Source: an optimization exercise on an open RTL-to-GDS flow (aim: small area). Production flows keep margins and buffers that such runs may drop. Only simulation tests tie the RTL to the original design; equivalence was not proved. Power figures rest on the tool's default switching activity, not on a simulated workload.

`design/flow/design.v`:
```
module sht1x_crc_table (
    input  wire [7:0] index,
    output wire [7:0] value
);
    wire [7:0] i = index;
    assign value[0] = i[0] ^ i[3] ^ i[4] ^ i[6];
    assign value[1] = i[1] ^ i[4] ^ i[5] ^ i[7];
    assign value[2] = i[2] ^ i[5] ^ i[6];
    assign value[3] = i[3] ^ i[6] ^ i[7];
    assign value[4] = i[0] ^ i[3] ^ i[6] ^ i[7];
    assign value[5] = i[0] ^ i[1] ^ i[3] ^ i[6] ^ i[7];
    assign value[6] = i[1] ^ i[2] ^ i[4] ^ i[7];
    assign value[7] = i[2] ^ i[3] ^ i[5];
endmodule
module sht1x_link (
    input  wire       clk,
    input  wire       rst,
    input  wire [3:0] proc,
    input  wire       bit_in,     
    input  wire       cnt_ld,     
    input  wire [3:0] cnt_val,
    output reg  [3:0] cnt,        
    output wire       done,
    output wire       rd_fire,    
    output wire       ev_valid,
    output reg  [1:0] ev_kind,
    output reg        ev_pin,
    output reg        ev_val,
    output wire [1:0] ev_sleep,
    input  wire       ev_ready,
    input  wire       data_in
);
    localparam P_TSTART  = 4'd0, P_TRESET = 4'd1, P_SENDB = 4'd2, P_GETB = 4'd3,
               P_SACK    = 4'd4, P_SKIPACK = 4'd5, P_RELEASE = 4'd6, P_DIN = 4'd7,
               P_RD      = 4'd8, P_POLL = 4'd9, P_SETTLE = 4'd10, P_GETB2 = 4'd11;
    localparam K_DIR = 2'd0, K_WR = 2'd1, K_RD = 2'd2, K_SLEEP = 2'd3;
    localparam L_IDLE = 4'd0, L_HDR1 = 4'd1, L_HDR2 = 4'd2, L_HDR3 = 4'd3,
               L_PRE  = 4'd4, L_CKH  = 4'd5, L_SLH  = 4'd6, L_MID  = 4'd7,
               L_CKL  = 4'd8, L_SLL  = 4'd9, L_ONE  = 4'd10;
    reg [3:0] ls;
    wire p_tstart = (proc == P_TSTART);
    wire p_treset = (proc == P_TRESET);
    wire p_sendb  = (proc == P_SENDB);
    wire p_getb   = (proc == P_GETB) || (proc == P_GETB2);
    wire p_sack   = (proc == P_SACK);
    wire p_skip   = (proc == P_SKIPACK);
    wire p_rel    = (proc == P_RELEASE);
    wire p_din    = (proc == P_DIN);
    wire p_one    = (proc == P_RD) || (proc == P_POLL) || (proc == P_SETTLE);
    wire p_any    = !proc[3] || p_one || (proc == P_GETB2);
    assign ev_valid = (ls != L_IDLE);
    wire fire = ev_valid && ev_ready;
    assign ev_sleep = {proc == P_SETTLE, proc == P_POLL};
    wire last_pulse = (p_tstart && cnt[0]) || ((p_treset || p_sendb) && cnt[3]) ||
                      (p_getb && cnt[2:0] == 3'd7) || p_sack || p_skip;
    reg last;
    always @(*) begin
        ev_kind = K_WR;
        ev_pin  = 1'b1;
        ev_val  = 1'b0;
        last    = 1'b0;
        case (ls)
            L_HDR1: begin
                ev_kind = K_DIR;
                ev_val  = !(p_getb || p_rel || p_din);
                last    = p_din;
            end
            L_HDR2: begin
                ev_kind = K_DIR; ev_pin = 1'b0;
                ev_val  = !p_rel;
                last    = p_rel;
            end
            L_HDR3: ev_val = 1'b1;
            L_PRE: begin
                ev_kind = (p_sendb && cnt[3]) ? K_DIR : K_WR;
                ev_val  = p_sendb && !cnt[3] && bit_in;
            end
            L_CKH: begin ev_pin = 1'b0; ev_val = 1'b1; end
            L_SLH, L_SLL: begin
                ev_kind = K_SLEEP;
                last    = (ls == L_SLL) && last_pulse;
            end
            L_MID: begin
                ev_kind = p_tstart ? K_WR : K_RD;
                ev_val  = cnt[0];
            end
            L_CKL: ev_pin = 1'b0;
            L_ONE: begin
                ev_kind = (proc == P_RD) ? K_RD : K_SLEEP;
                last    = 1'b1;
            end
            default: ;
        endcase
    end
    assign done    = fire && last;
    assign rd_fire = fire && (ev_kind == K_RD);
    always @(posedge clk) begin
        if (rst) begin
            ls <= L_IDLE;
        end else if (ls == L_IDLE) begin
            if (p_any)
                ls <= p_one ? L_ONE : L_HDR1;
        end else if (fire) begin
            if (last) begin
                ls <= L_IDLE;
            end else begin
                case (ls)
                    L_HDR1: ls <= L_HDR2;
                    L_HDR2: ls <= p_sendb ? L_PRE : p_getb ? L_CKH : L_HDR3;
                    L_HDR3: ls <= p_sack ? L_PRE : L_CKH;
                    L_PRE:  ls <= L_CKH;
                    L_CKH:  ls <= L_SLH;
                    L_SLH:  ls <= (p_getb || p_tstart || (p_sendb && cnt[3])) ? L_MID : L_CKL;
                    L_MID:  ls <= L_CKL;
                    L_CKL:  ls <= L_SLL;
                    default: ls <= p_sendb ? L_PRE : L_CKH;    
                endcase
            end
        end
    end
    always @(posedge clk) begin
        if (cnt_ld)
            cnt <= cnt_val;
        else if (ls == L_IDLE && p_any)
            cnt <= 4'd0;
        else if (fire && ls == L_SLL)
            cnt <= cnt + 4'd1;
        else if (rd_fire && cnt[3])
            cnt[0] <= data_in;      
    end
endmodule
module sht1x_engine (
    input  wire        clk,
    input  wire        rst,           
    input  wire        req_valid,
    input  wire [15:0] req_word,
    output wire        busy,
    output reg         done,
    output wire [2:0]  rsp_err,
    output wire [15:0] rsp_val,
    output wire        ev_valid,
    output wire [1:0]  ev_kind,
    output wire        ev_pin,
    output wire        ev_val,
    output wire [1:0]  ev_sleep,
    input  wire        ev_ready,
    input  wire        data_in
);
    localparam OP_REVB    = 8'h01, OP_CRCLUT = 8'h02, OP_CRCINIT = 8'h03,
               OP_CRCUPD  = 8'h04, OP_CRCOUT = 8'h05;
    localparam OP_TSTART  = 8'h10, OP_TRESET = 8'h11, OP_SENDB   = 8'h12,
               OP_GETB    = 8'h13, OP_SACK   = 8'h14, OP_SKIPACK = 8'h15;
    localparam OP_SRREAD  = 8'h20, OP_SRWRITE = 8'h21, OP_SRRESET = 8'h22,
               OP_INIT    = 8'h23, OP_SETHTR  = 8'h24, OP_SETOTP  = 8'h25,
               OP_SETRES  = 8'h26, OP_RELEASE = 8'h27, OP_RDREG   = 8'h28;
    localparam OP_SENDCMD = 8'h30, OP_SENDCMDM = 8'h31, OP_AWAIT  = 8'h32,
               OP_RDMEAS  = 8'h33, OP_SOFTRST  = 8'h34, OP_MEAST  = 8'h35,
               OP_MEASRH  = 8'h36;
    localparam W_TEMP = 8'h03, W_HUMI = 8'h05, W_RDSR = 8'h07,
               W_WRSR = 8'h06, W_SRST = 8'h1E, W_NOP  = 8'h00;
    localparam E_NONE = 3'd0, E_ACK = 3'd1, E_FRAME = 3'd2, E_TIMEOUT = 3'd3,
               E_CRC  = 3'd4, E_UNKNOWN = 3'd5, E_NOSESSION = 3'd6,
               E_ILLEGAL = 3'd7;
    localparam C_TSTART = 4'b1000,    
               C_TRESET = 4'b1001, C_SENDB = 4'b1010, C_GETB = 4'b1011,
               C_SACK = 4'b1100, C_SKIP = 4'b1101, C_RELEASE = 4'b1110,
               C_RDREG = 4'b1111,
               C_SRREAD = 4'b0000,
               C_MEAS = 4'b0001,      
               C_SENDCMD = 4'b0010, C_SENDCMDM = 4'b0011,
               C_INIT = 4'b0100,
               C_SW = 4'b0101,        
               C_AWAIT = 4'b0110, C_SOFTRST = 4'b0111;
    wire host;
    localparam R_IDLE = 5'b01111, R_CST = 5'b00000, R_TRES = 5'b00001,
               R_CSB  = 5'b00010, R_MASK = 5'b10010, R_GHI = 5'b00011,
               R_GLO  = 5'b10011, R_VGET = 5'b01011, R_SACK1 = 5'b00100,
               R_VSACK = 5'b10100, R_SKIP = 5'b00101, R_REL = 5'b00110,
               R_DIN  = 5'b00111, R_FR = 5'b01000, R_ARD = 5'b11000,
               R_POLL = 5'b01001, R_SETTLE = 5'b01010, R_C0 = 5'b01100,
               R_C1   = 5'b01101, R_C2 = 5'b01110;
    localparam X_HOLD = 4'd0, X_ZERO = 4'd1, X_OPC = 4'd2, X_IMM = 4'd3,
               X_MASK = 4'd4, X_TBL = 4'd5, X_REV = 4'd6, X_SHIFT = 4'd7,
               X_ACK = 4'd8, X_INC = 4'd9, X_CMD = 4'd10;
    localparam S_HOLD = 2'd0, S_ZERO = 2'd1, S_DAT = 2'd2, S_MASK = 2'd3;
    reg [7:0]  sr;
    reg [7:0]  acc;
    reg [3:0]  cmd;        
    reg [15:0] dat;
    reg [7:0]  crx;
    reg [3:0]  cfg;        
    reg        own;
    reg        stale;
    reg [2:0]  err;
    reg [7:0]  einfo;
    reg [1:0]  fsm;        
    reg [3:0]  pins;       
    reg [4:0]  rs;
    reg [3:0]  cls;
    wire       smp;        
    wire [7:0] cmd_dec = {3'b000, cmd[3], cmd[3], cmd[2], cmd[1], cmd[0]};
    wire [3:0] fsm_dec = {1'b0, fsm[1], fsm[0] & !fsm[1], fsm[0] & fsm[1]};
    function [7:0] rev8(input [7:0] b);
        rev8 = {b[0], b[1], b[2], b[3], b[4], b[5], b[6], b[7]};
    endfunction
    wire [7:0] seed    = {sr[0], sr[1], sr[2], sr[3], 4'b0000};
    wire [7:0] req_opc = req_word[15:8];
    wire [7:0] req_imm = req_word[7:0];
    wire [3:0] proc = rs[3:0];
    wire [3:0] cnt;
    assign smp = cnt[0];
    wire       ldone, rd_fire;
    wire [7:0] tx_byte = (rs == R_CSB) ? cmd_dec : einfo;
    wire       tx_bit  = tx_byte[3'd7 - cnt[2:0]];
    wire       idle_req = (rs == R_IDLE) && req_valid;
    sht1x_link u_link (
        .clk      (clk),
        .rst      (rst),
        .proc     (proc),
        .bit_in   (tx_bit),
        .cnt_ld   (idle_req),
        .cnt_val  (req_imm[3:0] ^ 4'd2),
        .cnt      (cnt),
        .done     (ldone),
        .rd_fire  (rd_fire),
        .ev_valid (ev_valid),
        .ev_kind  (ev_kind),
        .ev_pin   (ev_pin),
        .ev_val   (ev_val),
        .ev_sleep (ev_sleep),
        .ev_ready (ev_ready),
        .data_in  (data_in)
    );
    assign busy = (rs != R_IDLE);
    reg  [7:0] tbl_a, tbl_b;
    always @(*) begin
        case (rs)
            R_C0:    begin tbl_a = seed; tbl_b = cmd_dec;   end
            R_C1:    begin tbl_a = acc;  tbl_b = dat[15:8]; end
            R_C2:    begin tbl_a = acc;  tbl_b = dat[7:0];  end
            default: begin
                tbl_b = req_imm;
                case (req_opc)
                    OP_CRCINIT:            tbl_a = seed;
                    OP_CRCUPD, OP_CRCOUT:  tbl_a = acc;
                    default:               tbl_a = 8'h00;
                endcase
            end
        endcase
    end
    wire [7:0] tbl_index = tbl_a ^ tbl_b;
    wire [7:0] tbl_value;
    sht1x_crc_table u_table (.index(tbl_index), .value(tbl_value));
    wire crc_match = (rev8(tbl_value) == crx);
    reg legal, needs_own;
    always @(*) begin
        legal     = 1'b0;
        needs_own = 1'b1;
        case (req_opc)
            OP_REVB, OP_CRCLUT, OP_CRCINIT, OP_CRCUPD:
                begin legal = 1'b1;                 needs_own = 1'b0; end
            OP_CRCOUT:
                begin legal = (req_imm == 8'h00);   needs_own = 1'b0; end
            OP_TSTART, OP_TRESET, OP_GETB, OP_SACK, OP_SKIPACK:
                legal = (req_imm == 8'h00);
            OP_SENDB, OP_SRWRITE, OP_SENDCMD, OP_SENDCMDM:
                legal = 1'b1;
            OP_SRREAD, OP_SRRESET, OP_RELEASE:
                legal = (req_imm == 8'h00);
            OP_INIT:
                begin legal = (req_imm[7:4] == 4'h0); needs_own = 1'b0; end
            OP_SETHTR, OP_SETOTP, OP_SETRES:
                legal = (req_imm[7:1] == 7'h00);
            OP_RDREG:
                begin legal = (req_imm <= 8'd8);    needs_own = 1'b0; end
            OP_AWAIT, OP_RDMEAS, OP_SOFTRST, OP_MEAST, OP_MEASRH:
                legal = (req_imm == 8'h00);
            default:
                legal = 1'b0;
        endcase
    end
    wire known_wire = (req_imm == W_TEMP) || (req_imm == W_HUMI) ||
                      (req_imm == W_RDSR) || (req_imm == W_WRSR) ||
                      (req_imm == W_SRST) || (req_imm == W_NOP);
    reg [3:0] cfg_new;
    always @(*) begin
        cfg_new = cfg;
        case (req_opc)
            OP_SETHTR: cfg_new[2] = req_imm[0];
            OP_SETOTP: cfg_new[1] = req_imm[0];
            OP_SETRES: cfg_new[0] = req_imm[0];
            default:   cfg_new = req_imm[3:0];      
        endcase
    end
    reg [15:0] reg_view;
    always @(*) begin
        case (cnt ^ 4'd2)
            4'd0:    reg_view = {8'h00, sr};
            4'd1:    reg_view = {8'h00, acc};
            4'd2:    reg_view = {8'h00, cmd_dec};
            4'd3:    reg_view = dat;
            4'd4:    reg_view = {8'h00, crx};
            4'd5:    reg_view = {12'h000, cfg};
            4'd6:    reg_view = {einfo, 1'b0, err, 2'b00, stale, own};
            4'd7:    reg_view = {12'h000, fsm_dec};
            default: reg_view = {12'h000, pins};
        endcase
    end
    assign host = cls[3];
    wire is_rdreg = (cls == C_RDREG);
    wire err_none = (err == E_NONE);
    assign rsp_err = is_rdreg ? E_NONE : err;
    assign rsp_val = (is_rdreg || (err_none && cls[3:1] == 3'b000)) ?
                     reg_view : {8'h00, einfo[7:1], einfo[0] | (cls == C_SENDB && cnt[0])};
    reg [4:0] n_rs;
    reg [3:0] n_cls;
    reg       fin;         
    reg       set_err;     
    reg [2:0] f_err;
    reg [3:0] xsel;        
    reg [1:0] ssel;        
    reg       fsm_we;
    reg [1:0] fsm_v;
    reg       cmd_we;
    reg [3:0] cmd_v;
    reg       acc_we, cfg_we, own_set, own_clr, stale_set, stale_clr, clr_all;
    always @(*) begin
        n_rs      = rs;
        n_cls     = cls;
        fin       = 1'b0;
        set_err   = 1'b0;
        f_err     = E_NONE;
        xsel      = (done && err_none && !is_rdreg) ? X_ZERO : X_HOLD;
        ssel      = S_HOLD;
        fsm_we    = 1'b0;
        fsm_v     = 2'd0;
        cmd_we    = 1'b0;
        cmd_v     = 4'h0;
        acc_we    = 1'b0;
        cfg_we    = 1'b0;
        own_set   = 1'b0;
        own_clr   = 1'b0;
        stale_set = 1'b0;
        stale_clr = 1'b0;
        clr_all   = 1'b0;
        if (rd_fire && rs == R_GHI && host)
            xsel = X_SHIFT;
        case (rs)
        R_IDLE: if (req_valid) begin
            n_cls = C_TSTART;
            if (!legal) begin
                fin = 1'b1; set_err = 1'b1; f_err = E_ILLEGAL; xsel = X_OPC;
            end else if (needs_own && !own) begin
                fin = 1'b1; set_err = 1'b1; f_err = E_NOSESSION; xsel = X_OPC;
            end else if ((req_opc == OP_SENDCMD || req_opc == OP_SENDCMDM) && !known_wire) begin
                fin = 1'b1; set_err = 1'b1; f_err = E_UNKNOWN; xsel = X_IMM;
            end else begin
                xsel = X_IMM;
                case (req_opc)
                    OP_REVB, OP_CRCLUT, OP_CRCINIT, OP_CRCUPD, OP_CRCOUT: begin
                        acc_we  = (req_opc == OP_CRCINIT || req_opc == OP_CRCUPD);
                        xsel    = (req_opc == OP_REVB || req_opc == OP_CRCOUT) ? X_REV : X_TBL;
                        fin     = 1'b1;
                        set_err = 1'b1;
                    end
                    OP_RDREG: begin
                        n_cls = C_RDREG;
                        xsel  = (done && err_none && !is_rdreg) ? X_ZERO : X_HOLD;
                        fin   = 1'b1;
                    end
                    OP_TSTART:  begin n_cls = C_TSTART;  n_rs = R_CST;   end
                    OP_TRESET:  begin n_cls = C_TRESET;  n_rs = R_TRES;  end
                    OP_SENDB:   begin n_cls = C_SENDB;   n_rs = R_MASK;  end
                    OP_GETB:    begin n_cls = C_GETB;    n_rs = R_GHI;   end
                    OP_SACK:    begin n_cls = C_SACK;    n_rs = R_SACK1; end
                    OP_SKIPACK: begin n_cls = C_SKIP;    n_rs = R_SKIP;  end
                    OP_RELEASE: begin n_cls = C_RELEASE; n_rs = R_REL;   end
                    OP_SRREAD: begin
                        n_cls = C_SRREAD; n_rs = R_CST; cmd_we = 1'b1; cmd_v = 4'b0111;
                    end
                    OP_SRWRITE, OP_SRRESET: begin
                        n_cls = C_SW; n_rs = R_CST; cmd_we = 1'b1; cmd_v = 4'b0110;
                    end
                    OP_INIT, OP_SETHTR, OP_SETOTP, OP_SETRES: begin
                        n_cls   = (req_opc == OP_INIT) ? C_INIT : C_SW;
                        n_rs    = R_TRES;
                        cmd_we  = 1'b1; cmd_v = 4'b0110;
                        cfg_we  = 1'b1;
                        own_set = (req_opc == OP_INIT);
                    end
                    OP_SENDCMD: begin
                        n_cls = C_SENDCMD; n_rs = R_CST; cmd_we = 1'b1; cmd_v = req_imm[3:0];
                    end
                    OP_SENDCMDM: begin
                        n_cls = C_SENDCMDM; n_rs = R_CST; cmd_we = 1'b1; cmd_v = req_imm[3:0];
                    end
                    OP_AWAIT:   begin n_cls = C_AWAIT; n_rs = R_DIN; end
                    OP_RDMEAS:  begin n_cls = C_MEAS;  n_rs = R_GHI; end
                    OP_SOFTRST: begin
                        n_cls = C_SOFTRST; n_rs = R_CST; cmd_we = 1'b1; cmd_v = 4'b1110;
                    end
                    OP_MEAST: begin
                        n_cls = C_MEAS; n_rs = R_CST; cmd_we = 1'b1; cmd_v = 4'b0011;
                    end
                    default: begin       
                        n_cls = C_MEAS; n_rs = R_CST; cmd_we = 1'b1; cmd_v = 4'b0101;
                    end
                endcase
            end
        end
        R_CST: if (ldone) begin
            if (host) begin fin = 1'b1; set_err = 1'b1; xsel = X_ZERO; end
            else                 n_rs = R_CSB;
        end
        R_TRES: if (ldone) begin
            if (host) begin fin = 1'b1; set_err = 1'b1; xsel = X_ZERO; end
            else begin           n_rs = R_CST; xsel = X_MASK; end
        end
        R_CSB: if (ldone) begin
            if (smp) begin
                if (cls[2] && !cls[0]) n_rs = R_REL;           
                else begin
                    fin = 1'b1; set_err = 1'b1; f_err = E_ACK; xsel = X_CMD; fsm_we = 1'b1;
                end
            end else if (!cls[2] && cls[1]) begin            
                if (cls[0]) begin
                    n_rs = R_FR;
                end else begin
                    fin = 1'b1; set_err = 1'b1; xsel = X_ZERO; fsm_we = 1'b1; fsm_v = 2'd1;
                end
            end else if (cmd[3]) begin
                n_rs = R_SETTLE;          
            end else if (!cls[2]) begin
                n_rs = cls[0] ? R_FR : R_GLO;                    
            end else begin
                n_rs = R_MASK;            
            end
        end
        R_MASK: if (ldone) begin
            if (host) begin
                fin = 1'b1; set_err = 1'b1; xsel = X_ZERO;    
            end else if (!smp) begin
                fin = 1'b1; set_err = 1'b1; xsel = X_ZERO; fsm_we = 1'b1;
                ssel = S_MASK; stale_clr = 1'b1;
            end else if (!cls[0]) begin                        
                n_rs = R_REL;
            end else begin
                fin = 1'b1; set_err = 1'b1; f_err = E_ACK; xsel = X_CMD; fsm_we = 1'b1;
            end
        end
        R_REL: if (ldone) begin
            own_clr = 1'b1; stale_clr = 1'b1; fsm_we = 1'b1;
            fin = 1'b1; set_err = 1'b1;
            if (host) begin
                xsel = X_ZERO;
            end else begin
                clr_all = 1'b1; f_err = E_ACK; xsel = X_CMD;    
            end
        end
        R_FR: if (ldone) begin
            if (data_in) begin
                fin = 1'b1; set_err = 1'b1; f_err = E_FRAME; xsel = X_CMD; fsm_we = 1'b1;
            end else if (cls[1]) begin                         
                fin = 1'b1; set_err = 1'b1; xsel = X_ZERO; fsm_we = 1'b1; fsm_v = 2'd2;
            end else begin
                n_rs = R_DIN;
            end
        end
        R_DIN: if (ldone) n_rs = R_POLL;
        R_POLL: if (ldone) begin
            xsel = X_INC;
            n_rs = R_ARD;
        end
        R_ARD: if (ldone) begin
            if (!data_in) begin
                if (cls[2]) begin                              
                    fin = 1'b1; set_err = 1'b1; fsm_we = 1'b1; fsm_v = 2'd3;
                end else begin
                    n_rs = R_GHI;
                end
            end else if (einfo[5] && einfo[1] && einfo[0]) begin    
                fin = 1'b1; set_err = 1'b1; f_err = E_TIMEOUT; xsel = X_CMD; fsm_we = 1'b1;
            end else begin
                n_rs = R_POLL;
            end
        end
        R_GHI: if (ldone) begin
            if (host) begin fin = 1'b1; set_err = 1'b1; end
            else               n_rs = R_SACK1;
        end
        R_SACK1: if (ldone) begin
            if (host) begin fin = 1'b1; set_err = 1'b1; xsel = X_ZERO; end
            else               n_rs = R_GLO;
        end
        R_GLO:   if (ldone) n_rs = cfg[3] ? R_VSACK : R_SKIP;
        R_VSACK: if (ldone) n_rs = R_VGET;
        R_VGET:  if (ldone) n_rs = R_SKIP;
        R_SKIP: if (ldone) begin
            if (host) begin
                fin = 1'b1; set_err = 1'b1; xsel = X_ZERO;
            end else if (cfg[3]) begin
                n_rs = R_C0;
            end else begin
                fin = 1'b1; set_err = 1'b1; fsm_we = 1'b1;
                if (!cls[0]) ssel = S_DAT;                     
            end
        end
        R_C0: begin
            acc_we = 1'b1;
            n_rs   = cls[0] ? R_C1 : R_C2;                       
        end
        R_C1: begin
            acc_we = 1'b1;
            n_rs   = R_C2;
        end
        R_C2: begin
            acc_we = 1'b1;
            if (crc_match) begin
                fin = 1'b1; set_err = 1'b1; fsm_we = 1'b1;
                if (!cls[0]) ssel = S_DAT;                     
            end else begin
                stale_set = 1'b1;
                xsel      = X_CMD;
                cmd_we    = 1'b1; cmd_v = 4'b1110;
                n_rs      = R_CST;
            end
        end
        R_SETTLE: if (ldone) begin
            ssel = S_ZERO; fsm_we = 1'b1;
            fin = 1'b1; set_err = 1'b1;
            if (cls[2]) xsel = X_ZERO;                         
            else                  f_err = E_CRC;
        end
        default: n_rs = R_IDLE;
        endcase
        if (fin)
            n_rs = R_IDLE;
    end
    reg [7:0] einfo_n;
    always @(*) begin
        case (xsel)
            X_HOLD:  einfo_n = einfo;
            X_OPC:   einfo_n = req_opc;
            X_IMM:   einfo_n = req_imm;
            X_MASK:  einfo_n = {5'b00000, cfg[2:0]};
            X_TBL:   einfo_n = tbl_value;
            X_REV:   einfo_n = rev8(tbl_index);
            X_SHIFT: einfo_n = {einfo[6:0], data_in};
            X_INC:   einfo_n = {2'b00, einfo[5:0] + 6'd1};
            X_CMD:   einfo_n = cmd_dec;
            default: einfo_n = 8'h00;
        endcase
    end
    always @(posedge clk) begin
        if (rst) begin
            rs    <= R_IDLE;
            done  <= 1'b0;
            err   <= E_NONE;
            einfo <= 8'h00;
            fsm   <= 2'd0;
            own   <= 1'b0;
            stale <= 1'b0;
            pins  <= 4'h0;
        end else begin
            rs    <= n_rs;
            done  <= fin;
            einfo <= einfo_n;
            if (set_err) err <= f_err;
            if (fsm_we)  fsm <= fsm_v;
            if (own_set) own <= 1'b1;
            else if (own_clr) own <= 1'b0;
            if (stale_set) stale <= 1'b1;
            else if (stale_clr) stale <= 1'b0;
            if (ev_valid && ev_ready) begin
                if (ev_kind == 2'd0) begin
                    if (ev_pin) pins[3] <= ev_val; else pins[1] <= ev_val;
                end else if (ev_kind == 2'd1) begin
                    if (ev_pin) pins[2] <= ev_val; else pins[0] <= ev_val;
                end
            end
        end
    end
    always @(posedge clk) begin
        if (rst || clr_all) begin
            sr  <= 8'h00;
            acc <= 8'h00;
            cmd <= 4'h0;
            dat <= 16'h0000;
            crx <= 8'h00;
            cfg <= 4'h0;
        end else begin
            case (ssel)
                S_ZERO:  sr <= 8'h00;
                S_DAT:   sr <= dat[7:0];
                S_MASK:  sr <= einfo;
                default: ;
            endcase
            if (acc_we) acc <= tbl_value;
            if (cmd_we) cmd <= cmd_v;
            if (cfg_we) cfg <= cfg_new;
            if (rd_fire) begin
                if (rs == R_VGET)
                    crx <= {crx[6:0], data_in};
                else if ((rs == R_GHI || rs == R_GLO) && !host)
                    dat <= {dat[14:8], dat[7] & cls[0], dat[6:0], data_in};
            end
        end
    end
    always @(posedge clk)
        cls <= n_cls;
endmodule
```
`design/flow/flow/run.sh`:
```
#!/bin/bash
# Layout flow: the standard ORFS flow (standard.sh) with these changes:
#  - the ABC script that maps the combinational logic in synthesis is an
#    area-oriented one (flow/abc_area_map.script) instead of ORFS's
#    delay-oriented abc_speed.script. Registers are mapped before ABC runs,
#    so they are exactly the standard synthesis's registers.
#  - every input and output port still gets its own buffer, but a small one
#    (buf_1) instead of the clkdlybuf4s50_1 buffer_ports picks by default.
#  - clock tree: small clock buffers, sinks clustered in groups of at most
#    8, and no dummy loads (the clock still reaches every register through
#    the buffered tree; no register's clock is delayed on purpose).
set -euo pipefail
here=$(pwd)
rm -rf "$here/scripts"
cp -r "$FLOW_HOME/scripts" "$here/scripts"
cp "$here/flow/abc_area_map.script" "$here/scripts/abc_speed.script"
bash standard.sh "SCRIPTS_DIR=$here/scripts" \
    "BUFFER_PORTS_ARGS=-buffer_cell sky130_fd_sc_hd__buf_1" \
    "CTS_ARGS=-sink_clustering_enable -repair_clock_nets -dont_use_dummy_load -buf_list {sky130_fd_sc_hd__clkbuf_4 sky130_fd_sc_hd__clkbuf_8} -sink_clustering_size 8" \
    finish > "$here/flow_make.log" 2>&1
```
`design/flow/flow/abc_area_map.script`:
```
strash
ifraig
scorr
dc2
dc2
strash
&get -n
&deepsyn -T 60
&dch -f
&nf -R 1000 -p -C 32
&put
```
`design/flow/standard.sh`:
```
#!/bin/bash
# synth_recipe.tcl (not shown) runs the flow's synth.tcl, then flattens the netlist and writes it again
# the make line also repeats each setting of config.mk as NAME=value (left out here)
make -C /OpenROAD-flow-scripts/flow DESIGN_CONFIG=/design/flow/config.mk WORK_HOME=/design/flow/orfs CLKGATE_MAP_FILE= SYNTH_SCRIPT=/design/flow/synth_recipe.tcl "${@:-finish}"
```
`design/flow/config.mk`:
```
export PLATFORM = sky130hd
export DESIGN_NAME = sht1x_engine
export DESIGN_NICKNAME = sht1x_engine
export VERILOG_FILES = /design/flow/design.v
export SDC_FILE = /design/flow/constraint.sdc
export NUM_CORES = 4
export LEC_CHECK = 0
export CAP_MARGIN = 20
export CORE_MARGIN = 2
export CORE_UTILIZATION = 40
export GPL_TIMING_DRIVEN = 0
export PLACE_DENSITY = 0.6
export SLEW_MARGIN = 20
```
`design/flow/constraint.sdc`:
```
create_clock -name core_clock -period 10.0 [get_ports {clk}]
set_input_delay 2.0000 -clock core_clock [delete_from_list [all_inputs] [get_ports {clk}]]
set_output_delay 2.0000 -clock core_clock [all_outputs]
set_load 0.01 [all_outputs]
```
==> run_summary.xml, run 1 <==
<?xml version="1.0" encoding="UTF-8"?>
<metrics>
  <group name="status">
    <metric name="outcome" unit="">finished clean</metric>
  </group>
  <group name="floorplan">
    <metric name="starting_density_of_the_core" unit="%">41.00</metric>
    <metric name="rows" unit="">43</metric>
    <metric name="die_h" unit="um">123.3</metric>
    <metric name="core_region_area" unit="um^2">13880</metric>
    <metric name="dieArea" unit="um^2">15200</metric>
    <metric name="num_io_pins" unit="">49</metric>
    <metric name="fp.dieW" unit="um">123.3</metric>
  </group>
  <group name="critical_path">
    <metric name="cp_cell_sequence" unit="">buf_1 &gt; clkinv_1 &gt; a21oi_1 &gt; a22oi_1 &gt; xor2_1 &gt; xnor2_1 &gt; xor2_1 &gt; xnor2_1 &gt; a22oi_1 &gt; nand4_1 &gt; nor4_1 &gt; nand2_1 &gt; nand2_1 &gt; nand3b_1 &gt; or4b_1 &gt; nor3b_1 &gt; nand2_1 &gt; o21ai_0 &gt; a221o_1</metric>
    <metric name="timing.critical_path.from_type" unit="">input port</metric>
    <metric name="endpoint_kind" unit="">flip-flop</metric>
    <metric name="cp_common_cell" unit="">sky130_fd_sc_hd__nand2_1</metric>
    <metric name="reg2reg_setup_slack" unit="ps">3570</metric>
    <metric name="worstPathMaxFanout" unit="">10</metric>
    <metric name="cp_slowest_stage_delay" unit="ps">800</metric>
    <metric name="critical_path.reg2reg.startpoint" unit="">rs[0]$_SDFFE_PP1P_</metric>
    <metric name="r2r_cells" unit="">18</metric>
    <metric name="critical_path.slowest_cell" unit="">sky130_fd_sc_hd__nor3b_1</metric>
    <metric name="worstPathRequired" unit="ps">10320</metric>
    <metric name="end_of_the_worst_register_to_register_path" unit="">einfo[7]$_SDFFE_PP0P_</metric>
    <metric name="timing_worst_setup_path_type" unit="">input port to flip-flop</metric>
    <metric name="critical_path_arrival" unit="ps">7910</metric>
  </group>
  <group name="placement">
    <metric name="place.port_buffers" unit="">48</metric>
    <metric name="gp_congestion" unit="">0.9769</metric>
    <metric name="dp_hpwl" unit="um">17060</metric>
    <metric name="dp_cells" unit="">960</metric>
    <metric name="place_worst_setup_slack" unit="ps">2234</metric>
  </group>
  <group name="worst_hold_path">
    <metric name="worst_hold_path_cells" unit="">2</metric>
    <metric name="min-delay-start" unit="">sr[5]$_SDFFE_PP0P_</metric>
    <metric name="worst_hold_path_type" unit="">flip-flop to flip-flop</metric>
    <metric name="min_to" unit="">sr[5]$_SDFFE_PP0P_</metric>
  </group>
  <group name="cts">
    <metric name="worst_setup_hold_path_clk_slew" unit="ps">80</metric>
    <metric name="tritoncts" unit="">built</metric>
    <metric name="buffer_cell_driving_the_clock_tree_root" unit="">sky130_fd_sc_hd__clkbuf_8</metric>
    <metric name="worstSkewPairLatency" unit="ps">380</metric>
    <metric name="cts_resized" unit="">0</metric>
    <metric name="cts.htree.levels" unit="">3</metric>
    <metric name="post_cts_hold_buffer_count" unit="">0</metric>
    <metric name="post_cts_buffers" unit="">0</metric>
    <metric name="cts_inserted_buffers" unit="">9</metric>
    <metric name="cts.path.max_buffers" unit="">2</metric>
    <metric name="cts.sink_count" unit="">85</metric>
  </group>
  <group name="global_routing">
    <metric name="busiest_layer" unit="">met2</metric>
    <metric name="groute.layer.met2.usage" unit="%">45.30</metric>
    <metric name="grtUsageMet1" unit="%">42.15</metric>
    <metric name="grt_util_met3" unit="%">6.458</metric>
    <metric name="groute.usage.overall" unit="%">29.95</metric>
    <metric name="grt_first_pass_wirelength" unit="um">34200</metric>
    <metric name="globalRouteOverflowTotal" unit="">0</metric>
    <metric name="antenna_found_initial" unit="">0</metric>
    <metric name="maximum_number_of_pins_on_one_net_before_global_route_repair" unit="">27</metric>
    <metric name="grt_pass1_vias" unit="">6008</metric>
  </group>
  <group name="synthesis">
    <metric name="synth_seq_cells" unit="">85</metric>
    <metric name="synthesis.nets" unit="">755</metric>
    <metric name="synthTopCellsByCount" unit="">sky130_fd_sc_hd__nand2_1 (90), sky130_fd_sc_hd__nor2_1 (82), sky130_fd_sc_hd__dfxtp_1 (77), sky130_fd_sc_hd__a21oi_1 (49), sky130_fd_sc_hd__a22o_1 (37)</metric>
    <metric name="synth-main-ff-cell" unit="">sky130_fd_sc_hd__dfxtp_1</metric>
    <metric name="syn-cell-area" unit="um^2">5690</metric>
    <metric name="synth_sequential_area_ratio" unit="%">31.31</metric>
    <metric name="cells_taking_the_most_area_after_synthesis" unit="">sky130_fd_sc_hd__dfxtp_1 (27%), sky130_fd_sc_hd__nand2_1 (5.9%), sky130_fd_sc_hd__a22o_1 (5.7%), sky130_fd_sc_hd__nor2_1 (5.4%), sky130_fd_sc_hd__a21oi_1 (4.3%)</metric>
    <metric name="synth_cells" unit="">728</metric>
    <metric name="asyncSetResetFlopFracSynth" unit="%">0</metric>
    <metric name="synth_area_leader_cell" unit="">sky130_fd_sc_hd__dfxtp_1</metric>
    <metric name="synth_enable_flop_cells" unit="">8</metric>
    <metric name="synth_most_common_cell" unit="">sky130_fd_sc_hd__nand2_1</metric>
    <metric name="yosys.area.top_type_share" unit="%">27.09</metric>
    <metric name="syn_avg_cell_area" unit="um^2">7.817</metric>
    <metric name="ys_warn_count" unit="">2</metric>
    <metric name="synth.lib_cells_used.distinct" unit="">56</metric>
  </group>
  <group name="pwr">
    <metric name="power_density" unit="nW/um^2">248.3</metric>
    <metric name="vdd_ir_drop_max" unit="mV">0.1561</metric>
    <metric name="power.static_leakage" unit="uW">0.001993</metric>
    <metric name="fin_total_pwr" unit="uW">1557</metric>
  </group>
  <group name="layout">
    <metric name="flow.area_growth_from_synthesis" unit="%">10.20</metric>
    <metric name="instances_no_fill" unit="">969</metric>
    <metric name="design.final.nets" unit="">818</metric>
    <metric name="fillerInstances" unit="">1440</metric>
    <metric name="antenna_diode_count" unit="">0</metric>
    <metric name="final_layout_size_suffix_gt1_share" unit="%">2.662</metric>
  </group>
  <group name="sta">
    <metric name="relSlewSlack" unit="%">22.80</metric>
    <metric name="worstMarginPinSlew" unit="ps">1154</metric>
    <metric name="maxSlewViolCount" unit="">0</metric>
    <metric name="timing.fmax" unit="MHz">131.7</metric>
    <metric name="clock_skew" unit="ps">20.65</metric>
    <metric name="setup-violations-final" unit="">0</metric>
    <metric name="timing_hold_violations_final" unit="">0</metric>
    <metric name="final.period_utilization" unit="%">75.93</metric>
    <metric name="final.min_clock_period" unit="ps">7593</metric>
    <metric name="post-route-worst-setup-slack" unit="ps">2407</metric>
    <metric name="setup_tns" unit="ps">0</metric>
    <metric name="setup_repair_after_global_routing_missed_its_margin" unit="">false</metric>
  </group>
  <group name="routing">
    <metric name="route.detailed.wl_per_inst" unit="um">23.16</metric>
    <metric name="remaining_drc_errors" unit="">0</metric>
    <metric name="dr.pass1.iters" unit="">8</metric>
    <metric name="detail_route.iter0.violations" unit="">1071</metric>
    <metric name="num_vias" unit="">6518</metric>
    <metric name="viasPerCell" unit="">6.727</metric>
    <metric name="final_antenna_net_count" unit="">0</metric>
    <metric name="route.final.wire_length" unit="um">22440</metric>
  </group>
  <group name="job">
    <metric name="max-cap-violations" unit="">0</metric>
  </group>
</metrics>
-- area by class of cell --
class | count | area [um^2] | area share (%)
clock buffers | 9 | 123.9 | 1.975
flip-flops and latches | 85 | 1782 | 28.41
well taps | 180 | 225.2 | 3.591
repair buffers | 52 | 201.4 | 3.212
multi-input cells | 615 | 3834 | 61.13
inverters | 28 | 105.1 | 1.676
-- worst max path at each step --
stage | cells past startpoint | startpoint | slack, ps | end
after floorplan | 18 | req_word[10] | 4110 | einfo[1]$_SDFFE_PP0P_
after global placement | 19 | req_word[10] | 2210 | einfo[6]$_SDFFE_PP0P_
after detailed placement | 19 | req_word[10] | 2230 | einfo[7]$_SDFFE_PP0P_
after CTS | 19 | req_word[10] | 2600 | einfo[7]$_SDFFE_PP0P_
after global routing | 19 | req_word[10] | 2000 | einfo[7]$_SDFFE_PP0P_
final | 19 | req_word[10] | 2410 | einfo[7]$_SDFFE_PP0P_
-- metrics by stage --
step	hold slack (ps)	area [um^2]	utilization, %
after global placement	451.2	6096	43.92
after CTS	470.7	6271	45.18
after floorplan	431.7	5690	-
after detailed placement	449.8	6147	44.29
after global routing	497.7	6271	45.18
final	468.8	6271	45.18
-- power by group --
| group | total, uW | internal, uW | switching [uW] |
|---|---|---|---|
| Sequential | 568 | 412 | 156 |
| Clock | 196 | 80.6 | 115 |
| Combinational | 793 | 274 | 519 |
-- layout by cell type, fill, tap and decap left out, types with 9 or more instances in the layout --
| cell type | instances |
|---|---|
| sky130_fd_sc_hd__a211oi_1 | 10 |
| sky130_fd_sc_hd__a21oi_1 | 49 |
| sky130_fd_sc_hd__a221oi_1 | 13 |
| sky130_fd_sc_hd__a222oi_1 | 20 |
| sky130_fd_sc_hd__a22o_1 | 37 |
| sky130_fd_sc_hd__a22oi_1 | 13 |
| sky130_fd_sc_hd__a31oi_1 | 16 |
| sky130_fd_sc_hd__and2_0 | 14 |
| sky130_fd_sc_hd__buf_1 | 47 |
| sky130_fd_sc_hd__clkbuf_8 | 9 |
| sky130_fd_sc_hd__clkinv_1 | 28 |
| sky130_fd_sc_hd__dfxtp_1 | 77 |
| sky130_fd_sc_hd__nand2_1 | 90 |
| sky130_fd_sc_hd__nand2b_1 | 13 |
| sky130_fd_sc_hd__nand3_1 | 24 |
| sky130_fd_sc_hd__nor2_1 | 82 |
| sky130_fd_sc_hd__nor2b_1 | 16 |
| sky130_fd_sc_hd__nor3_1 | 28 |
| sky130_fd_sc_hd__o21ai_0 | 33 |
| sky130_fd_sc_hd__o22ai_1 | 10 |
| sky130_fd_sc_hd__xnor2_1 | 19 |
| sky130_fd_sc_hd__xor2_1 | 12 |
-- registers in the layout (all words and copies together) (netlist names) --
| signal | count |
|---|---|
| acc | 8 |
| cfg | 4 |
| cls | 4 |
| cmd | 4 |
| crx | 8 |
| dat | 16 |
| done | 1 |
| einfo | 8 |
| err | 3 |
| fsm | 2 |
| own | 1 |
| pins | 4 |
| rs | 5 |
| sr | 8 |
| stale | 1 |
| u_link.cnt | 4 |
| u_link.ls | 4 |
-- per-layer routing --
layer | up-vias | share of wire (%)
met4 | 0 | 2.7
met2 | 453 | 44
li1 | 2955 | -
met3 | 60 | 11
met5 | - | 0
met1 | 3050 | 42
-- cells by family after synthesis --
group | share of synthesized area [%]
xor+xnor | 4.771
compound gates | 33.25
buf+inv | 1.847
flops | 31.31
simple gates | 25.81
mux | 1.693
fa+ha+maj | 1.319
-- worst max-delay path, delay by kind of cell --
family / cells / cell delay (ps)
AOI/OAI and AO/OA: 5 / 1340
and+or+nand+nor: 8 / 2540
xor gates and xnor gates: 4 / 1340
buffers and inverters: 2 / 680
==> inputs of run 2 (changes only) <==
==> design/flow/flow/abc_area_map.script (replaced) <==
strash
ifraig
scorr
dc2
dc2
strash
&get -n
&deepsyn -T 240
&dch -f
&nf -R 1000 -p -C 32
&put
==> run 2 against run 1 <==
Maximum frequency increased by 0.19%. Wire length increased by 3.1%. Critical path depth decreased by 1. Sequential share of layout area increased by 0.22 points. Non-clock buffer count decreased by 2.
==> run_summary.xml, run 2 <==
<?xml version="1.0" encoding="UTF-8"?>
<metrics>
  <group name="cts">
    <metric name="cts.htree.levels" unit="">3</metric>
    <metric name="cts_resized" unit="">0</metric>
    <metric name="tritoncts" unit="">built</metric>
    <metric name="cts.sink_count" unit="">85</metric>
    <metric name="cts_inserted_buffers" unit="">9</metric>
    <metric name="buffer_cell_driving_the_clock_tree_root" unit="">sky130_fd_sc_hd__clkbuf_8</metric>
    <metric name="worst_setup_hold_path_clk_slew" unit="ps">100</metric>
    <metric name="worstSkewPairLatency" unit="ps">390</metric>
    <metric name="post_cts_hold_buffer_count" unit="">0</metric>
    <metric name="post_cts_buffers" unit="">0</metric>
    <metric name="cts.path.max_buffers" unit="">2</metric>
  </group>
  <group name="synthesis">
    <metric name="synth-xor-area-share" unit="%">4.798</metric>
    <metric name="synth_seq_cells" unit="">85</metric>
    <metric name="yosys.area.top_type_share" unit="%">27.24</metric>
    <metric name="synth_sequential_area_ratio" unit="%">31.48</metric>
    <metric name="synth_area_leader_cell" unit="">sky130_fd_sc_hd__dfxtp_1</metric>
    <metric name="synthesis.nets" unit="">740</metric>
    <metric name="synth_enable_flop_cells" unit="">8</metric>
    <metric name="synth_adder_area_share" unit="%">1.327</metric>
    <metric name="synth_compound_gate_area_share" unit="%">32.96</metric>
    <metric name="synth_most_common_cell" unit="">sky130_fd_sc_hd__nand2_1</metric>
    <metric name="yosys-mux-area-fraction" unit="%">2.255</metric>
    <metric name="synth.lib_cells_used.distinct" unit="">56</metric>
    <metric name="synthTopCellsByCount" unit="">sky130_fd_sc_hd__nand2_1 (81), sky130_fd_sc_hd__dfxtp_1 (77), sky130_fd_sc_hd__nor2_1 (75), sky130_fd_sc_hd__o21ai_0 (49), sky130_fd_sc_hd__a21oi_1 (47)</metric>
    <metric name="synth-main-ff-cell" unit="">sky130_fd_sc_hd__dfxtp_1</metric>
    <metric name="ys_warn_count" unit="">2</metric>
    <metric name="syn_avg_cell_area" unit="um^2">7.937</metric>
    <metric name="synth_cells" unit="">713</metric>
    <metric name="syn-cell-area" unit="um^2">5659</metric>
    <metric name="synth_top_family_by_area" unit="">compound AO/OA/AOI/OAI gates</metric>
    <metric name="asyncSetResetFlopFracSynth" unit="%">0</metric>
    <metric name="cells_taking_the_most_area_after_synthesis" unit="">sky130_fd_sc_hd__dfxtp_1 (27%), sky130_fd_sc_hd__nand2_1 (5.4%), sky130_fd_sc_hd__a22o_1 (5.3%), sky130_fd_sc_hd__nor2_1 (5.0%), sky130_fd_sc_hd__o21ai_0 (4.3%)</metric>
    <metric name="yosys.area_share.simple" unit="%">25.38</metric>
  </group>
  <group name="pwr">
    <metric name="power.static_leakage" unit="uW">0.002071</metric>
    <metric name="power_density" unit="nW/um^2">256.4</metric>
    <metric name="vdd_ir_drop_max" unit="mV">0.1114</metric>
  </group>
  <group name="worst_hold_path">
    <metric name="min-delay-start" unit="">stale$_SDFFE_PP0P_</metric>
    <metric name="worst_hold_path_type" unit="">flip-flop to flip-flop</metric>
    <metric name="worst_hold_path_cells" unit="">2</metric>
    <metric name="min_to" unit="">stale$_SDFFE_PP0P_</metric>
  </group>
  <group name="routing">
    <metric name="route.detailed.wl_per_inst" unit="um">24.30</metric>
    <metric name="dr.pass1.iters" unit="">7</metric>
    <metric name="num_vias" unit="">6543</metric>
    <metric name="final_antenna_net_count" unit="">0</metric>
    <metric name="remaining_drc_errors" unit="">0</metric>
    <metric name="viasPerCell" unit="">6.873</metric>
    <metric name="detail_route.iter0.violations" unit="">1007</metric>
    <metric name="route.final.wire_length" unit="um">23140</metric>
  </group>
  <group name="layout">
    <metric name="largest_register_ff_count" unit="">16</metric>
    <metric name="fillerInstances" unit="">1419</metric>
    <metric name="largest-register" unit="">dat</metric>
    <metric name="antenna_diode_count" unit="">0</metric>
    <metric name="flow.area_growth_from_synthesis" unit="%">9.971</metric>
    <metric name="utilization" unit="%">45.01</metric>
    <metric name="highest_count_cells_in_the_layout_ignoring_fill_and_taps" unit="">sky130_fd_sc_hd__nand2_1 (81), sky130_fd_sc_hd__dfxtp_1 (77), sky130_fd_sc_hd__nor2_1 (75)</metric>
    <metric name="mostFrequentLayoutCell" unit="">sky130_fd_sc_hd__nand2_1</metric>
    <metric name="instances_no_fill" unit="">952</metric>
    <metric name="design.final.nets" unit="">801</metric>
    <metric name="final_layout_size_suffix_gt1_share" unit="%">2.332</metric>
  </group>
  <group name="floorplan">
    <metric name="starting_density_of_the_core" unit="%">40.93</metric>
    <metric name="fp.dieW" unit="um">122.9</metric>
    <metric name="rows" unit="">43</metric>
    <metric name="num_io_pins" unit="">49</metric>
    <metric name="dieArea" unit="um^2">15120</metric>
    <metric name="core_region_area" unit="um^2">13830</metric>
    <metric name="die_h" unit="um">122.9</metric>
  </group>
  <group name="global_routing">
    <metric name="grt_pass1_vias" unit="">5972</metric>
    <metric name="groute.usage.overall" unit="%">31.02</metric>
    <metric name="grt_first_pass_wirelength" unit="um">35040</metric>
    <metric name="antenna_found_initial" unit="">0</metric>
    <metric name="groute.layer.met2.usage" unit="%">45.89</metric>
    <metric name="busiest_layer" unit="">met2</metric>
    <metric name="maximum_number_of_pins_on_one_net_before_global_route_repair" unit="">29</metric>
    <metric name="globalRouteOverflowTotal" unit="">0</metric>
    <metric name="grt_util_met3" unit="%">6.596</metric>
    <metric name="grtUsageMet1" unit="%">44.14</metric>
  </group>
  <group name="placement">
    <metric name="dp_cells" unit="">943</metric>
    <metric name="place_worst_setup_slack" unit="ps">2385</metric>
    <metric name="dp_hpwl" unit="um">17090</metric>
    <metric name="place.port_buffers" unit="">48</metric>
    <metric name="gp_congestion" unit="">0.9820</metric>
  </group>
  <group name="critical_path">
    <metric name="cp_common_cell" unit="">sky130_fd_sc_hd__nand2_1</metric>
    <metric name="cp_slowest_stage_delay" unit="ps">670</metric>
    <metric name="critical_path.slowest_cell" unit="">sky130_fd_sc_hd__xnor2_1</metric>
    <metric name="cp_cell_sequence" unit="">buf_1 &gt; nand2_1 &gt; o21ai_0 &gt; a22oi_1 &gt; xor2_1 &gt; xnor2_1 &gt; xor2_1 &gt; xnor2_1 &gt; xnor2_1 &gt; nor4_1 &gt; nand2_1 &gt; nand2_1 &gt; nand2b_1 &gt; nor4b_1 &gt; nand2_1 &gt; nor2_1 &gt; a22oi_1 &gt; o2111ai_1</metric>
    <metric name="critical_path_arrival" unit="ps">7880</metric>
    <metric name="critical_path.reg2reg.startpoint" unit="">rs[0]$_SDFFE_PP1P_</metric>
    <metric name="r2r_cells" unit="">17</metric>
    <metric name="reg2reg_setup_slack" unit="ps">3890</metric>
    <metric name="end_of_the_worst_register_to_register_path" unit="">einfo[3]$_SDFFE_PP0P_</metric>
    <metric name="timing_worst_setup_path_type" unit="">input port to flip-flop</metric>
    <metric name="endpoint_kind" unit="">flip-flop</metric>
    <metric name="worstPathRequired" unit="ps">10310</metric>
    <metric name="worstPathMaxFanout" unit="">17</metric>
    <metric name="timing.critical_path.from_type" unit="">input port</metric>
  </group>
  <group name="sta">
    <metric name="post-route-worst-setup-slack" unit="ps">2421</metric>
    <metric name="setup_tns" unit="ps">0</metric>
    <metric name="timing.fmax" unit="MHz">131.9</metric>
    <metric name="clock_skew" unit="ps">26.89</metric>
    <metric name="worstMarginPinSlew" unit="ps">1077</metric>
    <metric name="final.period_utilization" unit="%">75.79</metric>
    <metric name="setup_repair_after_global_routing_missed_its_margin" unit="">false</metric>
    <metric name="maxSlewViolCount" unit="">0</metric>
    <metric name="final.min_clock_period" unit="ps">7579</metric>
    <metric name="timing_hold_violations_final" unit="">0</metric>
    <metric name="setup-violations-final" unit="">0</metric>
    <metric name="relSlewSlack" unit="%">27.42</metric>
  </group>
  <group name="status">
    <metric name="outcome" unit="">finished clean</metric>
  </group>
  <group name="job">
    <metric name="max-cap-violations" unit="">0</metric>
  </group>
</metrics>
[run 2: cell families after synthesis]
logic type / Yosys count
compound gates: 258
xor+xnor: 31
fa+ha+maj: 6
buf+inv: 27
flops: 85
mux: 9
simple gates: 297
[run 2: cell type report]
cell class / count / area, um^2 / area share [%]
Clock buffer: 9 / 123.9 / 1.990
Timing Repair Buffer: 50 / 200.2 / 3.217
Tap cell: 180 / 225.2 / 3.619
Sequential cell: 85 / 1782 / 28.63
Inverter: 27 / 101.3 / 1.628
Multi-Input combinational cell: 601 / 3791 / 60.92
[run 2: where the power goes]
| group | switching [uW] | internal (uW) | total, uW |
|---|---|---|---|
| Sequential | 164 | 411 | 575 |
| Clock | 123 | 80.8 | 204 |
| Combinational | 548 | 269 | 817 |
[run 2: worst max-delay path, delay by kind of cell]
family | cells | cell delay, ps
AO/OA/AOI/OAI | 4 | 1040
XOR/XNOR | 5 | 1650
buffers and inverters | 1 | 570
AND/OR/NAND/NOR | 8 | 2590
[run 2: metal layers]
layer  part of all wire [%]  wire [um]  up-vias
met5                      0          0        -
met1                     42       9799     3130
met3                     11       2655       75
li1                       -          -     2910
met2                     43       9833      428
met4                    3.7        846        0
[run 2: through the flow]
stage,hold slack (ps),power (uW),area [um^2]
2_1_floorplan,432.3,1049,5659
3_3_place_gp,465.8,1348,6065
3_5_place_dp,467.0,1356,6093
4_1_cts,481.5,1558,6217
5_1_grt,512.9,1675,6223
6_report,486.3,1596,6223
[run 2: worst max path at each step]
stage | from | endpoint | cells past startpoint | slack (ps)
3_5_place_dp | req_word[9] | einfo[3]$_SDFFE_PP0P_ | 18 | 2390
4_1_cts | req_word[9] | einfo[3]$_SDFFE_PP0P_ | 18 | 2790
2_1_floorplan | req_word[9] | rs[0]$_SDFFE_PP1P_ | 16 | 4630
3_3_place_gp | req_word[9] | einfo[3]$_SDFFE_PP0P_ | 18 | 2510
5_1_grt | req_word[9] | einfo[3]$_SDFFE_PP0P_ | 18 | 2310
6_report | req_word[9] | einfo[3]$_SDFFE_PP0P_ | 18 | 2420
==> inputs of run 3 (changes only) <==
--- a/design/flow/config.mk
+++ b/design/flow/config.mk
@@ -9,5 +9,5 @@
 export CORE_MARGIN = 2
-export CORE_UTILIZATION = 40
+export CORE_UTILIZATION = 60
 export GPL_TIMING_DRIVEN = 0
-export PLACE_DENSITY = 0.6
+export PLACE_DENSITY = 0.75
 export SLEW_MARGIN = 20
==> run 3 against run 2 <==
Still clean. Core utilization increased by 22 points. Clock power decreased by 2%. Non-clock buffer count increased by 1. Maximum frequency increased by 3.7%. Via count increased by 3.2%. Critical path depth decreased by 1. Clock-buffer cell count unchanged. Worst hold slack improved by 8.7 ps. Global-route usage increased by 11 points. First-iteration DRC count increased by 21%. Cell area decreased by 1.3%. Critical path type unchanged. Largest cell class unchanged.
==> run_summary.xml, run 3 <==
<?xml version="1.0" encoding="UTF-8"?>
<metrics>
  <group name="layout">
    <metric name="antenna_diode_count" unit="">0</metric>
    <metric name="multiInputGateArea" unit="um^2">3790</metric>
    <metric name="fillerInstances" unit="">839</metric>
    <metric name="highest_count_cells_in_the_layout_ignoring_fill_and_taps" unit="">sky130_fd_sc_hd__nand2_1 (81), sky130_fd_sc_hd__dfxtp_1 (77), sky130_fd_sc_hd__nor2_1 (75)</metric>
    <metric name="largest_register_ff_count" unit="">16</metric>
    <metric name="largest-register" unit="">dat</metric>
    <metric name="design.final.nets" unit="">802</metric>
    <metric name="post-route-cell-area" unit="um^2">6140</metric>
    <metric name="ff_latch_area" unit="um^2">1782</metric>
    <metric name="flow.area_growth_from_synthesis" unit="%">8.490</metric>
    <metric name="mostFrequentLayoutCell" unit="">sky130_fd_sc_hd__nand2_1</metric>
    <metric name="final_layout_size_suffix_gt1_share" unit="%">2.458</metric>
  </group>
  <group name="synthesis">
    <metric name="synth-main-ff-cell" unit="">sky130_fd_sc_hd__dfxtp_1</metric>
    <metric name="ys_warn_count" unit="">2</metric>
    <metric name="synth_area_leader_cell" unit="">sky130_fd_sc_hd__dfxtp_1</metric>
    <metric name="syn-cell-area" unit="um^2">5659</metric>
    <metric name="synth_enable_flop_cells" unit="">8</metric>
    <metric name="yosys.area.top_type_share" unit="%">27.24</metric>
    <metric name="synth_cells" unit="">713</metric>
    <metric name="synthesis.nets" unit="">740</metric>
    <metric name="synthTopCellsByCount" unit="">sky130_fd_sc_hd__nand2_1 (81), sky130_fd_sc_hd__dfxtp_1 (77), sky130_fd_sc_hd__nor2_1 (75), sky130_fd_sc_hd__o21ai_0 (49), sky130_fd_sc_hd__a21oi_1 (47)</metric>
    <metric name="synth_sequential_area_ratio" unit="%">31.48</metric>
    <metric name="asyncSetResetFlopFracSynth" unit="%">0</metric>
    <metric name="synth.lib_cells_used.distinct" unit="">56</metric>
    <metric name="synth_seq_cells" unit="">85</metric>
    <metric name="syn_avg_cell_area" unit="um^2">7.937</metric>
    <metric name="cells_taking_the_most_area_after_synthesis" unit="">sky130_fd_sc_hd__dfxtp_1 (27%), sky130_fd_sc_hd__nand2_1 (5.4%), sky130_fd_sc_hd__a22o_1 (5.3%), sky130_fd_sc_hd__nor2_1 (5.0%), sky130_fd_sc_hd__o21ai_0 (4.3%)</metric>
    <metric name="synth_most_common_cell" unit="">sky130_fd_sc_hd__nand2_1</metric>
  </group>
  <group name="worst_hold_path">
    <metric name="worst_hold_path_cells" unit="">2</metric>
    <metric name="min-delay-start" unit="">stale$_SDFFE_PP0P_</metric>
    <metric name="worst_hold_path_type" unit="">flip-flop to flip-flop</metric>
  </group>
  <group name="floorplan">
    <metric name="fp.dieW" unit="um">101.1</metric>
    <metric name="num_io_pins" unit="">49</metric>
    <metric name="die_h" unit="um">101.1</metric>
    <metric name="rows" unit="">35</metric>
    <metric name="core_region_area" unit="um^2">9196</metric>
    <metric name="starting_density_of_the_core" unit="%">61.54</metric>
    <metric name="dieArea" unit="um^2">10230</metric>
  </group>
  <group name="sta">
    <metric name="setup_repair_after_global_routing_missed_its_margin" unit="">false</metric>
    <metric name="final.min_clock_period" unit="ps">7305</metric>
    <metric name="timing_hold_violations_final" unit="">0</metric>
    <metric name="worstMarginPinSlew" unit="ps">1175</metric>
    <metric name="setup_tns" unit="ps">0</metric>
    <metric name="timing.fmax" unit="MHz">136.9</metric>
    <metric name="final.period_utilization" unit="%">73.05</metric>
    <metric name="maxSlewViolCount" unit="">0</metric>
    <metric name="setup-violations-final" unit="">0</metric>
    <metric name="relSlewSlack" unit="%">20.92</metric>
    <metric name="clock_skew" unit="ps">31.41</metric>
  </group>
  <group name="critical_path">
    <metric name="r2r_cells" unit="">18</metric>
    <metric name="cp_slowest_stage_delay" unit="ps">550</metric>
    <metric name="critical_path.reg2reg.startpoint" unit="">rs[1]$_SDFFE_PP1P_</metric>
    <metric name="worst-path-buf-inv" unit="">1</metric>
    <metric name="critical_path_arrival" unit="ps">7540</metric>
    <metric name="timing_worst_setup_path_type" unit="">input port to flip-flop</metric>
    <metric name="critical_path.slowest_cell" unit="">sky130_fd_sc_hd__buf_1</metric>
    <metric name="crit_start" unit="">req_word[9]</metric>
    <metric name="timing.critical_path.from_type" unit="">input port</metric>
    <metric name="cp_cell_sequence" unit="">buf_1 &gt; nand2_1 &gt; o21ai_0 &gt; a22oi_1 &gt; xor2_1 &gt; xnor2_1 &gt; xor2_1 &gt; xnor2_1 &gt; xor2_1 &gt; xor2_1 &gt; and3_1 &gt; nor3_1 &gt; o21ai_0 &gt; a21oi_1 &gt; nand2b_1 &gt; nand3b_1 &gt; o32a_1</metric>
    <metric name="worstPathMaxFanout" unit="">17</metric>
    <metric name="endpoint_kind" unit="">flip-flop</metric>
    <metric name="critical_path_cell_count" unit="">17</metric>
    <metric name="cp_common_cell" unit="">sky130_fd_sc_hd__xor2_1</metric>
    <metric name="cell_family_contributing_the_most_delay_on_the_critical_path" unit="">XOR/XNOR gates</metric>
    <metric name="worstPathRequired" unit="ps">10240</metric>
  </group>
  <group name="pwr">
    <metric name="power.static_leakage" unit="uW">0.002075</metric>
    <metric name="vdd_ir_drop_max" unit="mV">0.1638</metric>
    <metric name="power_density" unit="nW/um^2">255.8</metric>
  </group>
  <group name="placement">
    <metric name="placed_cell_area" unit="um^2">6003</metric>
    <metric name="place.port_buffers" unit="">48</metric>
    <metric name="dp_hpwl" unit="um">15770</metric>
    <metric name="gp_congestion" unit="">1.035</metric>
  </group>
  <group name="status">
    <metric name="outcome" unit="">finished clean</metric>
  </group>
  <group name="routing">
    <metric name="remaining_drc_errors" unit="">0</metric>
    <metric name="final_antenna_net_count" unit="">0</metric>
    <metric name="viasPerCell" unit="">7.637</metric>
    <metric name="route.detailed.wl_per_inst" unit="um">24.39</metric>
    <metric name="dr.pass1.iters" unit="">9</metric>
    <metric name="num_vias" unit="">6751</metric>
    <metric name="detail_route.iter0.violations" unit="">1217</metric>
    <metric name="route.final.wire_length" unit="um">21560</metric>
  </group>
  <group name="global_routing">
    <metric name="grt_first_pass_wirelength" unit="um">33490</metric>
    <metric name="grt_pass1_vias" unit="">5951</metric>
    <metric name="groute.usage.overall" unit="%">42.51</metric>
    <metric name="antenna_found_initial" unit="">0</metric>
    <metric name="globalRouteOverflowTotal" unit="">0</metric>
    <metric name="maximum_number_of_pins_on_one_net_before_global_route_repair" unit="">29</metric>
  </group>
  <group name="cts">
    <metric name="cts_resized" unit="">0</metric>
    <metric name="cts.path.max_buffers" unit="">2</metric>
    <metric name="post_cts_buffers" unit="">0</metric>
    <metric name="cts_inserted_buffers" unit="">9</metric>
    <metric name="cts.htree.levels" unit="">3</metric>
    <metric name="worst_setup_hold_path_clk_slew" unit="ps">60</metric>
    <metric name="tritoncts" unit="">built</metric>
    <metric name="post_cts_hold_buffer_count" unit="">0</metric>
    <metric name="cts.sink_count" unit="">85</metric>
    <metric name="buffer_cell_driving_the_clock_tree_root" unit="">sky130_fd_sc_hd__clkbuf_8</metric>
    <metric name="worstSkewPairLatency" unit="ps">370</metric>
  </group>
  <group name="job">
    <metric name="max-cap-violations" unit="">0</metric>
  </group>
</metrics>
run 3: worst paths after layout:
check | end | slack [ps]
worst max-delay path | rs[0]$_SDFFE_PP1P_ | 2700
worst min-delay path | stale$_SDFFE_PP0P_ | 500
worst max register to register | einfo[7]$_SDFFE_PP0P_ | 3930
worst min register to register | stale$_SDFFE_PP0P_ | 500
run 3: cells by family after synthesis:
family / after synthesis / share of synthesized area [%]
AOI/OAI and AO/OA: 258 / 32.97
xor gates and xnor gates: 31 / 4.798
adders and majority gates: 6 / 1.327
buffers and inverters: 27 / 1.791
DFF: 85 / 31.48
muxes: 9 / 2.255
and+or+nand+nor: 297 / 25.38
run 3: per-stage QoR:
stage	worst slack [ps]	util, %	power [uW]	instances	hold slack [ps]
after floorplan	4627	-	1049	713	432.3
final	2695	66.76	1571	884	495.0
after global placement	2621	65.01	1317	872	458.2
after global routing	2441	66.76	1643	884	511.8
after detailed placement	2591	65.28	1331	874	460.2
after CTS	2957	66.63	1524	883	485.5
run 3: final cells by class:
cell class | count | area share (%)
sequential | 85 | 29.02
timing repair buffer | 51 | 3.322
clock buffer | 9 | 2.018
tap | 111 | 2.262
multi-input combinational | 601 | 61.73
inverter | 27 | 1.651
run 3: layer usage:
metal / up-vias / share of wire (%) / wire [um] / GRT usage [%]
met3: 118 / 15 / 3150 / 9.223
met2: 632 / 42 / 9052 / 62.40
met5: - / 0 / 0 / 0
met1: 3090 / 38 / 8212 / 60.07
met4: 0 / 5.3 / 1146 / 18.50
li1: 2911 / - / - / -
run 3: report_power, final:
group | internal (uW) | switching [uW] | total [uW] | leakage (uW)
registers | 411 | 165 | 576 | 0.000699
logic | 270 | 526 | 796 | 0.00131
clock network | 80.8 | 118 | 199 | 0.0000647
run 3: worst min-delay path, cell delays in order, from the launching register on:
cell and delay [ps]:
sky130_fd_sc_hd__dfxtp_1 320, sky130_fd_sc_hd__nand3_1 70, sky130_fd_sc_hd__a21oi_1 60
==> inputs of run 4 (changes only) <==
--- a/design/flow/flow/run.sh
+++ b/design/flow/flow/run.sh
@@ -18,3 +18,3 @@
     "BUFFER_PORTS_ARGS=-buffer_cell sky130_fd_sc_hd__buf_1" \
-    "CTS_ARGS=-sink_clustering_enable -repair_clock_nets -dont_use_dummy_load -buf_list {sky130_fd_sc_hd__clkbuf_4 sky130_fd_sc_hd__clkbuf_8} -sink_clustering_size 8" \
+    "CTS_ARGS=-sink_clustering_enable -repair_clock_nets -dont_use_dummy_load -buf_list {sky130_fd_sc_hd__clkbuf_8 sky130_fd_sc_hd__clkbuf_16} -sink_clustering_size 30 -sink_clustering_max_diameter 200" \
     finish > "$here/flow_make.log" 2>&1
==> design/flow/flow/abc_area_map.script (replaced) <==
strash
ifraig
scorr
dc2
dc2
strash
&get -n
&deepsyn -T 60
&dch -f
&nf -R 1000 -p -C 32
&put
--- a/design/flow/config.mk
+++ b/design/flow/config.mk
@@ -9,5 +9,5 @@
 export CORE_MARGIN = 2
-export CORE_UTILIZATION = 60
+export CORE_UTILIZATION = 40
 export GPL_TIMING_DRIVEN = 0
-export PLACE_DENSITY = 0.75
+export PLACE_DENSITY = 0.6
 export SLEW_MARGIN = 20
==> run 4 against run 3 <==
Non-clock buffer count grew 1. Register-to-register slack lost 320 ps. Setup slack lost 320 ps. Via count shrank 4.7%. Clock-buffer cell count is the same. Maximum frequency shrank 4.1%. Still clean. Sequential share of layout area shrank 1.1 points. Highest routed layer unchanged. Worst hold slack lost 28 ps. Core utilization shrank 21 points.
==> run_summary.xml, run 4 <==
<?xml version="1.0" encoding="UTF-8"?>
<metrics>
  <group name="pwr">
    <metric name="power.switching" unit="uW">802.2</metric>
    <metric name="power_density" unit="nW/um^2">258.5</metric>
    <metric name="fin_total_pwr" unit="uW">1647</metric>
    <metric name="power.combinational.fraction" unit="%">48.2</metric>
    <metric name="vdd_ir_drop_max" unit="mV">0.1189</metric>
  </group>
  <group name="layout">
    <metric name="design.final.nets" unit="">818</metric>
    <metric name="post-route-cell-area" unit="um^2">6372</metric>
    <metric name="mostFrequentLayoutCell" unit="">sky130_fd_sc_hd__nand2_1</metric>
    <metric name="final_layout_size_suffix_gt1_share" unit="%">2.662</metric>
    <metric name="flow.area_growth_from_synthesis" unit="%">11.98</metric>
  </group>
  <group name="floorplan">
    <metric name="num_io_pins" unit="">49</metric>
    <metric name="core_region_area" unit="um^2">13880</metric>
  </group>
  <group name="cts">
    <metric name="buffer_cell_driving_the_clock_tree_root" unit="">sky130_fd_sc_hd__clkbuf_16</metric>
    <metric name="post_cts_buffers" unit="">0</metric>
    <metric name="cts.path.max_buffers" unit="">2</metric>
    <metric name="tritoncts" unit="">built</metric>
  </group>
  <group name="sta">
    <metric name="relSlewSlack" unit="%">25.05</metric>
    <metric name="timing.fmax" unit="MHz">131.2</metric>
    <metric name="final.period_utilization" unit="%">76.20</metric>
  </group>
  <group name="critical_path">
    <metric name="critical_path_arrival" unit="ps">7910</metric>
    <metric name="worstPathMaxFanout" unit="">10</metric>
    <metric name="timing_worst_setup_path_type" unit="">input port to flip-flop</metric>
    <metric name="worstPathRequired" unit="ps">10290</metric>
  </group>
  <group name="synthesis">
    <metric name="yosys.area.top_type_share" unit="%">27.09</metric>
    <metric name="synthesis.nets" unit="">755</metric>
    <metric name="syn-cell-area" unit="um^2">5690</metric>
    <metric name="synth_area_leader_cell" unit="">sky130_fd_sc_hd__dfxtp_1</metric>
    <metric name="synth.lib_cells_used.distinct" unit="">56</metric>
    <metric name="yosys.area_share.simple" unit="%">25.81</metric>
  </group>
  <group name="placement">
    <metric name="dp_hpwl" unit="um">17060</metric>
  </group>
  <group name="routing">
    <metric name="viasPerCell" unit="">6.641</metric>
    <metric name="remaining_drc_errors" unit="">0</metric>
    <metric name="final_antenna_net_count" unit="">0</metric>
  </group>
  <group name="status">
    <metric name="outcome" unit="">finished clean</metric>
  </group>
</metrics>
run 4: final cells by class:
cell class | instances | area, um^2 | area share (%)
clock buffers | 9 | 225.2 | 3.534
inverters | 28 | 105.1 | 1.649
repair buffers | 52 | 201.4 | 3.161
multi-input cells | 615 | 3834 | 60.16
well taps | 180 | 225.2 | 3.534
flip-flops and latches | 85 | 1782 | 27.96
run 4: cell families (layout without fill, tap and decap cells):
kind of cell / after synthesis / count (layout)
muxes: 7 / 7
xor gates and xnor gates: 31 / 31
DFF: 85 / 85
adders and majority gates: 6 / 6
and+or+nand+nor: 310 / 310
buffers and inverters: 28 / 89
AOI/OAI and AO/OA: 261 / 261
run 4: path summary, 6_finish.rpt:
check,start,cells after the start,to,slack (ps)
worst min register to register,sr[5]$_SDFFE_PP0P_,2,sr[5]$_SDFFE_PP0P_,470
worst max-delay path,req_word[10],19,einfo[7]$_SDFFE_PP0P_,2380
worst min-delay path,sr[5]$_SDFFE_PP0P_,2,sr[5]$_SDFFE_PP0P_,470
worst max register to register,rs[0]$_SDFFE_PP1P_,18,einfo[7]$_SDFFE_PP0P_,3610
run 4: metrics by stage:
step	cells	util (%)	worst slack (ps)
finish	969	45.91	2380
global route	969	45.91	1949
CTS	969	45.91	2560
detailed placement	960	44.29	2234
global placement	956	43.92	2210
floorplan	728	-	4109
run 4: layer usage:
metal | GRT usage (%) | routed length, um
met5 | 0 | 0
met4 | 10.23 | 608
met2 | 45.40 | 9789
met1 | 42.02 | 9690
met3 | 6.780 | 2367
run 4: worst max-delay path: stages:
cell                       delay [ps]
sky130_fd_sc_hd__buf_1            380
sky130_fd_sc_hd__clkinv_1         340
sky130_fd_sc_hd__a21oi_1          670
sky130_fd_sc_hd__a22oi_1          160
sky130_fd_sc_hd__xor2_1           440
sky130_fd_sc_hd__xnor2_1          240
sky130_fd_sc_hd__xor2_1           400
sky130_fd_sc_hd__xnor2_1          260
sky130_fd_sc_hd__a22oi_1          240
sky130_fd_sc_hd__nand4_1          120
sky130_fd_sc_hd__nor4_1           470
sky130_fd_sc_hd__nand2_1          100
sky130_fd_sc_hd__nand2_1          170
sky130_fd_sc_hd__nand3b_1         200
sky130_fd_sc_hd__or4b_1           570
sky130_fd_sc_hd__nor3b_1          790
sky130_fd_sc_hd__nand2_1          110
sky130_fd_sc_hd__o21ai_0          120
sky130_fd_sc_hd__a221o_1          140
run 4: power by group through the flow:
stage	Clock, uW	Combinational [uW]	Sequential, uW
2_1_floorplan	0	560	503
5_1_grt	302	864	574
3_5_place_dp	0	770	567
4_1_cts	287	773	559
3_3_place_gp	0	758	563
6_report	285	794	569
